Context: an optimization exercise on an open-source flow, tuned for small area, a short achievable clock period and few clock cycles. The choices shown serve that exercise and are no tape-out recipe. Where RTL was checked, it was by simulation tests only, not by an equivalence proof against the original. Function not checked in runs 2 and 3: the RTL went through the layout flow alone. Power and IR drop assume default switching activity.

## flow/design.v (module list and top-level ports; edited modules follow where they fit)
// module csum_codec: 1272 lines
// module csum_fa: 10 lines
module csum_codec (
    input  wire         clk,
    input  wire         rst,
    input  wire         start,
    input  wire [31:0]  cmd,
    input  wire [7:0]   blen,
    input  wire [623:0] frame,
    output wire         ready,
    output reg          done,
    output wire [7:0]   status,
    output wire [15:0]  value
);
  // ...
==> flow/flow/run.sh <==
#!/bin/bash
# The standard layout, with the port buffers made as buf_1 cells (every
# input and output port still gets its own buffer).
set -euo pipefail
export BUFFER_PORTS_ARGS="-buffer_cell sky130_fd_sc_hd__buf_1"
bash standard.sh synth > synth.log 2>&1
bash standard.sh finish > layout.log 2>&1
==> flow/standard.sh <==
#!/bin/bash
# synth_recipe.tcl (not shown) runs the flow's synth.tcl, then flattens the netlist and writes it again
# the make line also repeats each setting of config.mk as NAME=value (left out here)
make -C /OpenROAD-flow-scripts/flow DESIGN_CONFIG=/design/flow/config.mk WORK_HOME=/design/flow/orfs CLKGATE_MAP_FILE= SYNTH_SCRIPT=/design/flow/synth_recipe.tcl "${@:-finish}"
==> flow/config.mk <==
export PLATFORM = sky130hd
export DESIGN_NAME = csum_codec
export DESIGN_NICKNAME = csum_codec
export VERILOG_FILES = /design/flow/design.v
export SDC_FILE = /design/flow/constraint.sdc
export NUM_CORES = 4
export LEC_CHECK = 0
export CAP_MARGIN = 20
export CORE_AREA = 10 10 250 250
export DIE_AREA = 0 0 260 260
export SLEW_MARGIN = 20
export SYNTH_HIERARCHICAL = 1
==> flow/constraint.sdc <==
create_clock -name core_clock -period 8.0 [get_ports {clk}]
set_input_delay 1.6000 -clock core_clock [delete_from_list [all_inputs] [get_ports {clk}]]
set_output_delay 1.6000 -clock core_clock [all_outputs]
set_load 0.01 [all_outputs]
==> key figures, run 1 <==
Cells and area
  • Clkbuf count: 9
  • Sequential cells: 71
  • Final Non-Filler Cells: 3112
  • Multi-input logic area: 15880 µm²
  • Multi-input gates: 1467
  • Multi-input gate share of the layout cell area: 73.29%

Logic synthesis
  • Cell variety after synth: 47
  • Number of synthesized flops with an enable pin: 0
  • Register area share after synthesis: 8.022%
  • Adder-Cell Fraction of Synth Area: 66.99%
  • Synth Area in XOR/XNOR: 1.038%
  • Top cell type by total area after synthesis: fa_1

Floorplan
  • Die ar.: 67600 µm²

Detailed routing
  • Remaining DRCs: 0
  • Routed length on met1: 40140 µm

CTS
  • Hold buffer count at cts: 0
  • Postcts setup bufs: 0

Global route
  • Met2 usage: 49.35%
  • Met1 GRT Util: 37.69%

Power and ir drop
  • Leakage: 8.358 nW
  • NetSw: 6.493 mW

STA
  • Worst-Margin Slew: 1.211 ns
  • Hold Slack: 1.409 ns

Setup path
  • Slowest stage delay, CP: 0.60 ns
  • Worst EP arrival: 6.95 ns
  • Critical-path cell list: buf_1 > ha_1 > mux2i_2 > nor2_1 > o21ai_0 > nand2b_1 > nand2_1 > fa_1 > fa_1 > fa_1 > fa_1 > fa_1 > fa_1

Outcome
  • Run status: finished clean
Testbench counts, summed over its fixed seeds: cycles 3,200.
==> inputs of run 2 (changes only) <==
--- a/flow/design.v
+++ b/flow/design.v
@@ -17,26 +17,45 @@
                               frame[12*8 +: 8], frame[13*8 +: 8]};
     wire cmd_legal = (cmd[31:8] == 24'd0) &&
                      (cmd[7:0] == 8'h01 || cmd[7:0] == 8'h02);
     wire runt      = (blen < HDR_BYTES);
     wire oversize  = (len_field > MAX_PAYLOAD);
     wire truncated = ({1'b0, blen} < (9'd14 + {2'b00, len_field[6:0]}));
     wire frame_bad = runt || oversize || truncated;
     wire [6:0] len7 = frame[13*8 +: 7];
+    wire [3:0] lh = len7[6:3];
+    wire [2:0] ll = len7[2:0];
     wire [7:0] hgt, heq, lgt;
-    genvar gi;
-    generate
-        for (gi = 0; gi < 8; gi = gi + 1) begin : g_dec
-            assign hgt[gi] = (len7[6:3] > gi);
-            assign heq[gi] = (len7[6:3] == gi);
-            assign lgt[gi] = (len7[2:0] > gi);
-        end
-    endgenerate
+    assign hgt[0] = lh[3] | (lh[2] & ~lh[3]) | (lh[1] & ~lh[3] & ~lh[2]) | (lh[0] & ~lh[3] & ~lh[2] & ~lh[1]);
+    assign hgt[1] = lh[3] | (lh[2] & ~lh[3]) | (lh[1] & ~lh[3] & ~lh[2]);
+    assign hgt[2] = lh[3] | (lh[2] & ~lh[3]) | (lh[0] & ~lh[3] & ~lh[2] & lh[1]);
+    assign hgt[3] = lh[3] | (lh[2] & ~lh[3]);
+    assign hgt[4] = lh[3] | (lh[1] & ~lh[3] & lh[2]) | (lh[0] & ~lh[3] & lh[2] & ~lh[1]);
+    assign hgt[5] = lh[3] | (lh[1] & ~lh[3] & lh[2]);
+    assign hgt[6] = lh[3] | (lh[0] & ~lh[3] & lh[2] & lh[1]);
+    assign hgt[7] = lh[3];
+    assign heq[0] = ~lh[3] & ~lh[2] & ~lh[1] & ~lh[0];
+    assign heq[1] = ~lh[3] & ~lh[2] & ~lh[1] & lh[0];
+    assign heq[2] = ~lh[3] & ~lh[2] & lh[1] & ~lh[0];
+    assign heq[3] = ~lh[3] & ~lh[2] & lh[1] & lh[0];
+    assign heq[4] = ~lh[3] & lh[2] & ~lh[1] & ~lh[0];
+    assign heq[5] = ~lh[3] & lh[2] & ~lh[1] & lh[0];
+    assign heq[6] = ~lh[3] & lh[2] & lh[1] & ~lh[0];
+    assign heq[7] = ~lh[3] & lh[2] & lh[1] & lh[0];
+    assign lgt[0] = ll[2] | (ll[1] & ~ll[2]) | (ll[0] & ~ll[2] & ~ll[1]);
+    assign lgt[1] = ll[2] | (ll[1] & ~ll[2]);
+    assign lgt[2] = ll[2] | (ll[0] & ~ll[2] & ll[1]);
+    assign lgt[3] = ll[2];
+    assign lgt[4] = (ll[1] & ll[2]) | (ll[0] & ll[2] & ~ll[1]);
+    assign lgt[5] = (ll[1] & ll[2]);
+    assign lgt[6] = (ll[0] & ll[2] & ll[1]);
+    assign lgt[7] = 1'b0;
     wire [63:0] m;
+    genvar gi;
     generate
         for (gi = 0; gi < 64; gi = gi + 1) begin : g_mask
             assign m[gi] = hgt[gi / 8] | (heq[gi / 8] & lgt[gi % 8]);
         end
     endgenerate
     reg  [511:0] pn;
     integer j;
     always @(*)
@@ -1172,17 +1191,17 @@
         mode_v <= cmd_legal && !frame_bad &&  cmd[1];
         ff     <= ff_in;
         st_ill <= !cmd_legal;
         st_inv <= cmd_legal && frame_bad && !cmd[1];
         if (rst) begin
             done <= 1'b0;
             rdy  <= 1'b0;
         end else begin
-            done <= start;
+            done <= start && rdy;
             rdy  <= 1'b1;
         end
     end
     assign ready = rdy;
     wire us544, uc544;
     csum_fa ufa544 (.a(rq[0]), .b(rq[1]), .c(rq[2]), .s(us544), .co(uc544));
     wire us545, uc545;
     csum_fa ufa545 (.a(rq[4]), .b(rq[5]), .c(rq[6]), .s(us545), .co(uc545));
==> run 2 against run 1 <==
Still clean. Synthesized cell count down 0.43%. Area after synthesis up 0.12%. Design area fell by 0.24%. Combinational power hardly changed. Clock power rose by 11%. Setup slack got worse by 0.20 ns. Wire length rose by 1.1%. Power grew 0.53%. First-iteration DRC count grew 1.0%. Cell count is 0.51% lower. Core utilization shrank 0.090 points. Via count is 0.61% higher. Critical path type unchanged. Highest routed layer unchanged.
==> key figures, run 2 <==
Outcome
  • Run status: finished clean

Global route
  • Met2 usage: 48.69% (-0.65 points)
  • First-pass GRT wire length: 140900 µm
  • GR Util met3: 9.316%
  • Vias in the first global route: 19.12k
  • Most Used Layer, Global Route: met2
  • Met1 GRT Util: 37.63% (-0.059 points)
  • Tot GR Track Use: 29.98%
  • Grt ovf: 0
  • Largest net degree at the start of global routing: 26
  • Initial antenna violation count: 14

CTS
  • Clock Latency Late Sink: 0.36 ns
  • H-tree levels: 3
  • Postcts setup bufs: 0 (unchanged)
  • CTS Buf Count: 9
  • CTS Sinks: 71
  • Hold buffer count at cts: 0 (unchanged)
  • CTS tree: done
  • Clock tree buffer depth: 2
  • CTS resizes: 0
  • Clock-pin slew on the worst setup and hold paths: 0.07 ns
  • Root buf cell: clkbuf_16

Detailed routing
  • Final WL: 103900 µm
  • Remaining DRCs: 0 (unchanged)
  • Initial DRC Count: 1551
  • Wirelength per Cell: 33.55 µm
  • 1st-pass router iterations: 5
  • Via density: 5.328
  • Via Count: 16.50k
  • Number of nets still failing antenna checks after routing: 0

Logic synthesis
  • Synth Area in Compound Gates: 5.516%
  • Top-area cell type share of the netlist area: 65.00%
  • Syn_area_per_cell: 10.84 µm²
  • Post-Syn Instances: 1636
  • Seq cells post-synth: 71
  • Post-synthesis mux area share: 0%
  • Register area share after synthesis: 8.012% (-0.0096 points)
  • Ys Warns: 7
  • Number of synthesized flops with an enable pin: 0 (unchanged)
  • Count leader, synth: fa_1
  • Cell variety after synth: 48 (+2.1%)
  • Netlist area before placement: 17740 µm²
  • Post-synth ARST share: 0%
  • Simple-Gate Fraction of Synth Area: 15.91%
  • Post-synth top flop: dfxtp_1
  • Top cells by count, synth: fa_1 (576), nand2_1 (565), inv_1 (72), dfxtp_1 (71), nand4_1 (38)
  • Synth Area in XOR/XNOR: 1.037% (-0.0012 points)
  • Adder-Cell Fraction of Synth Area: 66.77% (-0.22 points)
  • Top cell type by total area after synthesis: fa_1
  • Synth area leaders: fa_1 (65%), nand2_1 (12%), dfxtp_1 (8.0%)
  • Main combinational cell family by area after synthesis: adder cells

Power and ir drop
  • Leakage: 8.191 nW (-2.0%)
  • Max IR drop VDD: 540.0 µV
  • Pwr Density: 531.8 nW/µm²

STA
  • Setup tns final: 0 ns
  • Unrepaired setup endpoints after global routing: no
  • Slew headroom: 25.45%
  • Hold Vio Cnt, Final: 0
  • Final min period: 6.930 ns
  • Final worst slack: 1.070 ns
  • Setup Skew: 0.00002667 ns
  • Max Slew Vio Count: 0
  • Worst-Margin Slew: 1.118 ns (-0.09318 ns)
  • Final setup fails: 0
  • Period utilization: 86.63%
  • Fmax: 0.1443 GHz

Cells and area
  • Ratio of cells with drive above 1 in the final layout: 3.391%
  • Layout area overhead: 21.86%
  • Most common cell after layout, fill and taps aside: buf_1
  • Largest Register: rq
  • Final #Nets: 3593
  • Most frequent cells in the layout: buf_1 (686), fa_1 (576), nand2_1 (565)
  • Largest register FFs: 64

Flow run
  • Maxcap violations: 0

Placed design
  • Detailed Place HPWL: 93980 µm
  • Pre-CTS setup slack: 0.8081 ns
  • Placer Congestion: 1.019
  • Port bufs: 687

Floorplan
  • Die Height: 260 µm
  • IO Count: 693
  • Core box area: 56710 µm²
  • Site Rows: 87
  • Die ar.: 67600 µm² (unchanged)
  • Starting density of the core: 31.28%
  • Die X: 260 µm

Setup path
  • Critical Path Most Common Cell: fa_1
  • Max FO, Critical Path: 20
  • Critical path type: input port to flip-flop
  • Slowest stage delay, CP: 0.81 ns (+0.21 ns)
  • Critical Path RT: 8.23 ns
  • Slowest-stage cell, CP: a21oi_2
  • Worst EP arrival: 7.16 ns (+0.21 ns)
  • Critical-path cell list: buf_1 > o21ai_0 > nor2b_1 > buf_4 > a21oi_2 > nand2_1 > fa_1 > fa_1 > fa_1 > fa_1 > fa_1 > fa_1
  • Largest delay share family, worst path: adder cells
  • CP bufs+invs: 2
  • CP Capture Type: flip-flop
  • Startpoint Class: input port

Min path
  • Worst Hold Class: flip-flop to flip-flop
-- run 2: cell types whose count changed after synthesis, moves of 7 or more --
cell / before / now
nand3_1: 2 / 9
o21ai_1: 29 / 17
o21ai_2: 1 / 15
a21oi_1: 44 / 29
a21boi_0: 5 / 12
a21boi_1: 10 / 3
-- run 2: cell type report --
class	count	area [µm²]
clock buffer	11	242.7
fill	5816	35100
inverter	73	274.0
tap	756	945.9
timing repair buffer	713	2775
sequential	71	1421
multi-input combinational	1457	15850
clock inverter	5	81.33
antenna	10	25.02
-- run 2: layer usage --
layer | routed length (µm) | share of wire, %
met1 | 40310 | 39
met2 | 49130 | 47
met3 | 11090 | 11
met4 | 3186 | 3.1
met5 | 159 | 0.15
-- run 2: power breakdown --
part	switching, mW	internal (mW)	leakage (nW)
combinational	6.12	4.06	7.44
sequential	0.169	0.697	0.597
clock	0.176	0.282	0.156
-- run 2: worst paths after layout --
check             slack [ns]  startpoint  depth (start not counted)  endpoint
setup / recovery        1.07  frame[108]                         12    rq[59]
hold / removal          0.49         rdy                          1      done
setup reg to reg        7.45         rdy                          1      done
hold reg to reg         0.49         rdy                          1      done
-- run 2: cells by family (layout without fill, tap and decap cells) --
group	count (synthesis)	in the layout
AO/OA/AOI/OAI	141	141
XOR/XNOR	21	21
flip-flops	71	71
AND/OR/NAND/NOR	689	689
adder cells (fa/ha/maj)	601	601
buffers and inverters	112	802
other	1	15
-- run 2: per-stage QoR --
stage                     hold slack (ns)  total power, mW  area, µm²  utilization [%]  instances
final                              0.4886            11.50      21620            38.12       3096
after global routing               0.4988            12.56      21590            38.07       3086
after CTS                          0.4893            11.39      21580            38.06       3085
after detailed placement           0.4709            10.88      21260            37.49       3069
after global placement             0.4596            10.74      21260            37.49       3069
after floorplan                    0.5055            7.484      17750                -       1640
-- run 2: per-module statistics from Yosys, one instance, submodules excluded --
module,area [µm²],cells inside,flops+latches,copies in the design
csum_fa,20.02,1,0,576
csum_codec,6208,1060,71,1
==> inputs of run 3 (changes only) <==
--- a/flow/config.mk
+++ b/flow/config.mk
@@ -10,2 +10,3 @@
 export DIE_AREA = 0 0 260 260
+export SETUP_SLACK_MARGIN = 2.0
 export SLEW_MARGIN = 20
==> run 3 against run 2 <==
Still clean on timing, DRC and antenna. Sequential power barely moved. Clock skew barely moved. Register-to-register slack barely moved. Setup slack improved by 0.89 ns. Die area did not move. Clock power barely moved. Via count rose by 0.18%. Synthesized cell count did not move. Critical path depth rose by 1. Critical path type unchanged. Highest routed layer unchanged.
==> key figures, run 3 <==
Floorplan
  • Die X: 260 µm (unchanged)
  • Starting density of the core: 31.28% (unchanged)
  • Die ar.: 67600 µm² (unchanged)
  • Site Rows: 87 (unchanged)
  • Core box area: 56710 µm² (unchanged)
  • IO Count: 693 (unchanged)
  • Die Height: 260 µm (unchanged)

Placed design
  • Placer Congestion: 1.019 (unchanged)
  • Placed Cells incl. Taps: 3069 (unchanged)
  • DP Area: 21260 µm² (unchanged)
  • Detailed Place HPWL: 93980 µm (unchanged)
  • Port bufs: 687 (unchanged)
  • Pre-CTS setup slack: 0.8081 ns (unchanged)

Detailed routing
  • Initial DRC Count: 1573 (+1.4%)
  • Via density: 5.314 (-0.27%)
  • Remaining DRCs: 0 (unchanged)
  • Wirelength per Cell: 33.56 µm (about the same)
  • Number of nets still failing antenna checks after routing: 0 (unchanged)
  • Via Count: 16.53k (+0.18%)
  • 1st-pass router iterations: 5 (unchanged)
  • Final WL: 104400 µm (+0.48%)

Logic synthesis
  • Seq cells post-synth: 71 (unchanged)
  • Top cells by count, synth: fa_1 (576), nand2_1 (565), inv_1 (72), dfxtp_1 (71), nand4_1 (38)
  • Netlist area before placement: 17740 µm² (unchanged)
  • Count leader, synth: fa_1
  • Register area share after synthesis: 8.012% (unchanged)
  • Post-synth top flop: dfxtp_1
  • Post-Syn Instances: 1636 (unchanged)
  • Ys Warns: 7 (unchanged)
  • Number of synthesized flops with an enable pin: 0 (unchanged)
  • Cell variety after synth: 48 (unchanged)
  • Top-area cell type share of the netlist area: 65.00% (unchanged)
  • Synth area leaders: fa_1 (65%), nand2_1 (12%), dfxtp_1 (8.0%)
  • Syn_area_per_cell: 10.84 µm² (unchanged)
  • Post-synth ARST share: 0% (unchanged)
  • Top cell type by total area after synthesis: fa_1

STA
  • Max Slew Vio Count: 0 (unchanged)
  • Final min period: 6.040 ns (-0.8902 ns)
  • Worst-Margin Slew: 0.8905 ns (-0.2277 ns)
  • Fmax: 0.1656 GHz (+15%)
  • Final worst slack: 1.960 ns (+0.8902 ns)
  • Unrepaired setup endpoints after global routing: no
  • Slew headroom: 40.63% (+15 points)
  • Period utilization: 75.50% (-11 points)
  • Hold Slack: 0.4887 ns (+0.00007600 ns)
  • Hold Vio Cnt, Final: 0 (unchanged)
  • Setup tns final: 0 ns (unchanged)
  • Final setup fails: 0 (unchanged)
  • Setup Skew: 0.00002651 ns (-0.0000001665 ns)

Power and ir drop
  • Sequential share of power: 7.5% (about the same)
  • Clk network pwr share: 4.0% (about the same)
  • Leakage: 8.420 nW (+2.8%)
  • Pint: 5.066 mW (+0.60%)
  • Max IR drop VDD: 535.8 µV (-0.78%)
  • Combinational share of power: 88.5% (about the same)
  • Tot Pwr: 11.54 mW (+0.34%)
  • NetSw: 6.470 mW (+0.15%)
  • Switching portion of total power: 56.09% (-0.11 points)
  • Pwr Density: 518.8 nW/µm² (-2.5%)

Cells and area
  • Register area: 1421 µm² (unchanged)
  • Multi-input logic area: 16160 µm² (+1.9%)
  • Layout Cell Area excl Fill: 22240 µm² (+2.9%)
  • Layout area overhead: 25.36%
  • Post-route core utilization: 39.21% (+1.1 points)
  • Final #Nets: 3611 (+0.50%)
  • Largest Register: rq
  • Most frequent cells in the layout: buf_1 (684), fa_1 (575), nand2_1 (559)
  • Final Non-Filler Cells: 3110 (+0.45%)
  • Largest register FFs: 64 (unchanged)
  • Ratio of cells with drive above 1 in the final layout: 5.409% (+2.0 points)
  • Fill cells: 5736 (-1.4%)
  • Most common cell after layout, fill and taps aside: buf_1

Global route
  • Initial antenna violation count: 15 (+1)
  • Largest net degree at the start of global routing: 26 (unchanged)
  • Vias in the first global route: 19.22k (+0.51%)
  • Grt ovf: 0 (unchanged)
  • Tot GR Track Use: 30.11% (+0.13 points)
  • First-pass GRT wire length: 141600 µm (+0.53%)

Setup path
  • Startpoint Class: input port
  • Max FO, Critical Path: 16 (-20%)
  • Worst EP arrival: 6.26 ns (-0.90 ns)
  • CP Capture Type: flip-flop
  • Critical path type: input port to flip-flop
  • Critical Path RT: 8.22 ns (about the same)

CTS
  • Root buf cell: clkbuf_16
  • CTS tree: done
  • CTS Sinks: 71 (unchanged)
  • Clock-pin slew on the worst setup and hold paths: 0.07 ns (about the same)
  • H-tree levels: 3 (unchanged)
  • Clock tree buffer depth: 2 (unchanged)
  • Hold buffer count at cts: 0 (unchanged)
  • CTS Buf Count: 9 (unchanged)
  • Clock Latency Late Sink: 0.36 ns (about the same)

Flow run
  • Maxcap violations: 0 (unchanged)

Min path
  • Worst Hold Class: flip-flop to flip-flop

Outcome
  • Run status: finished clean
run 3: layer usage:
metal	part of all wire, %	vias up	track usage (%)
met3	11	176	9.394
met2	48	1006	49.37
li1	-	6564	-
met1	39	8756	37.53
met4	3.0	24	8.852
met5	0.16	-	0
run 3: cells by family (layout without fill, tap and decap cells):
group / count (synthesis) / count (layout) / share of synthesized area [%]
and+or+nand+nor: 689 / 689 / 15.91
adders and majority gates: 601 / 601 / 66.77
AOI/OAI and AO/OA: 141 / 141 / 5.516
buffers and inverters: 112 / 820 / 2.737
DFF: 71 / 71 / 8.012
xor gates and xnor gates: 21 / 21 / 1.037
other: 1 / 11 / 0.02114
run 3: power groups by stage:
| stage | sequential (mW) | combinational [mW] | clock, mW |
|---|---|---|---|
| after floorplan | 0.816 | 6.67 | 0 |
| after global placement | 0.873 | 9.87 | 0 |
| after detailed placement | 0.874 | 10.0 | 0 |
| after CTS | 0.866 | 10.1 | 0.463 |
| after global routing | 0.886 | 11.2 | 0.475 |
| final | 0.865 | 10.2 | 0.457 |
run 3: area by class of cell:
cell class | instances | share of cell area [%]
Multi-Input combinational cell | 1457 | 72.65
Tap cell | 756 | 4.253
Clock inverter | 5 | 0.3657
Timing Repair Buffer | 731 | 13.94
Sequential cell | 71 | 6.391
Clock buffer | 11 | 1.091
Inverter | 73 | 1.243
Antenna cell | 6 | 0.06751
run 3: critical path, stage by stage:
cell	delay [ns]
buf_1	0.25
nand4_1	0.32
nor4_2	0.43
buf_4	0.22
nor2b_1	0.05
buf_4	0.21
nand2_1	0.14
fa_1	0.43
fa_1	0.63
fa_1	0.53
fa_1	0.41
fa_1	0.57
fa_1	0.43
run 3: final timing paths:
path,start,end,slack [ns],cells past startpoint
worst min register to register,rdy,done,0.49,1
worst min-delay path,rdy,done,0.49,1
worst max-delay path,frame[71],rq[11],1.96,13
worst max register to register,rdy,done,7.45,1
run 3: modules after synthesis (local to each module, per instance):
| module | times used | area (µm²) | flip-flops and latches |
|---|---|---|---|
| csum_codec | 1 | 6208 | 71 |
| csum_fa | 576 | 20.02 | 0 |
run 3: repair_timing:
action,CTS,global route
pin swaps,7,6
cloned,0,0
endpoints found under the hold margin,0,0
gates resized for setup,50,24
setup buffers,11,8
endpoints found under the setup margin,64,32

## port drivers added, routing unchanged
Ports are ideal in the flow. The routed layouts listed here were re-timed in OpenROAD.
Step 1 (the two cells are an assumption about what drives the block):
set clk [get_ports {clk}]
set_driving_cell -lib_cell sky130_fd_sc_hd__clkbuf_16 $clk
set_driving_cell -lib_cell sky130_fd_sc_hd__buf_2 [delete_from_list [all_inputs] $clk]
Step 2, shift: input delay + t, output delay - t, t = (earliest + latest rising clock arrival at the registers) / 2. This alone moves slack from input paths to output paths.
Slacks: ideal ports / drivers / drivers and shift; pairs: ideal ports / drivers.
run	t (ns)	setup slack, ns	hold WS [ns]	worst data-port slew with drivers (ns)	cell pins on the clock port's net
run 1	0.389	1.272 / 1.225 / 0.836	1.409 / 1.383 / 1.771	0.14	1
run 2	0.400	1.070 / 1.083 / 0.683	0.489 / 0.489 / 0.489	0.14	1
run 3	0.404	1.960 / 1.983 / 1.578	0.489 / 0.489 / 0.489	0.14	1
After both steps setup and hold are still met in every run listed. The setup slack of run 1, which loses most, moves by -0.047 ns with the drivers and by -0.436 ns with both steps.
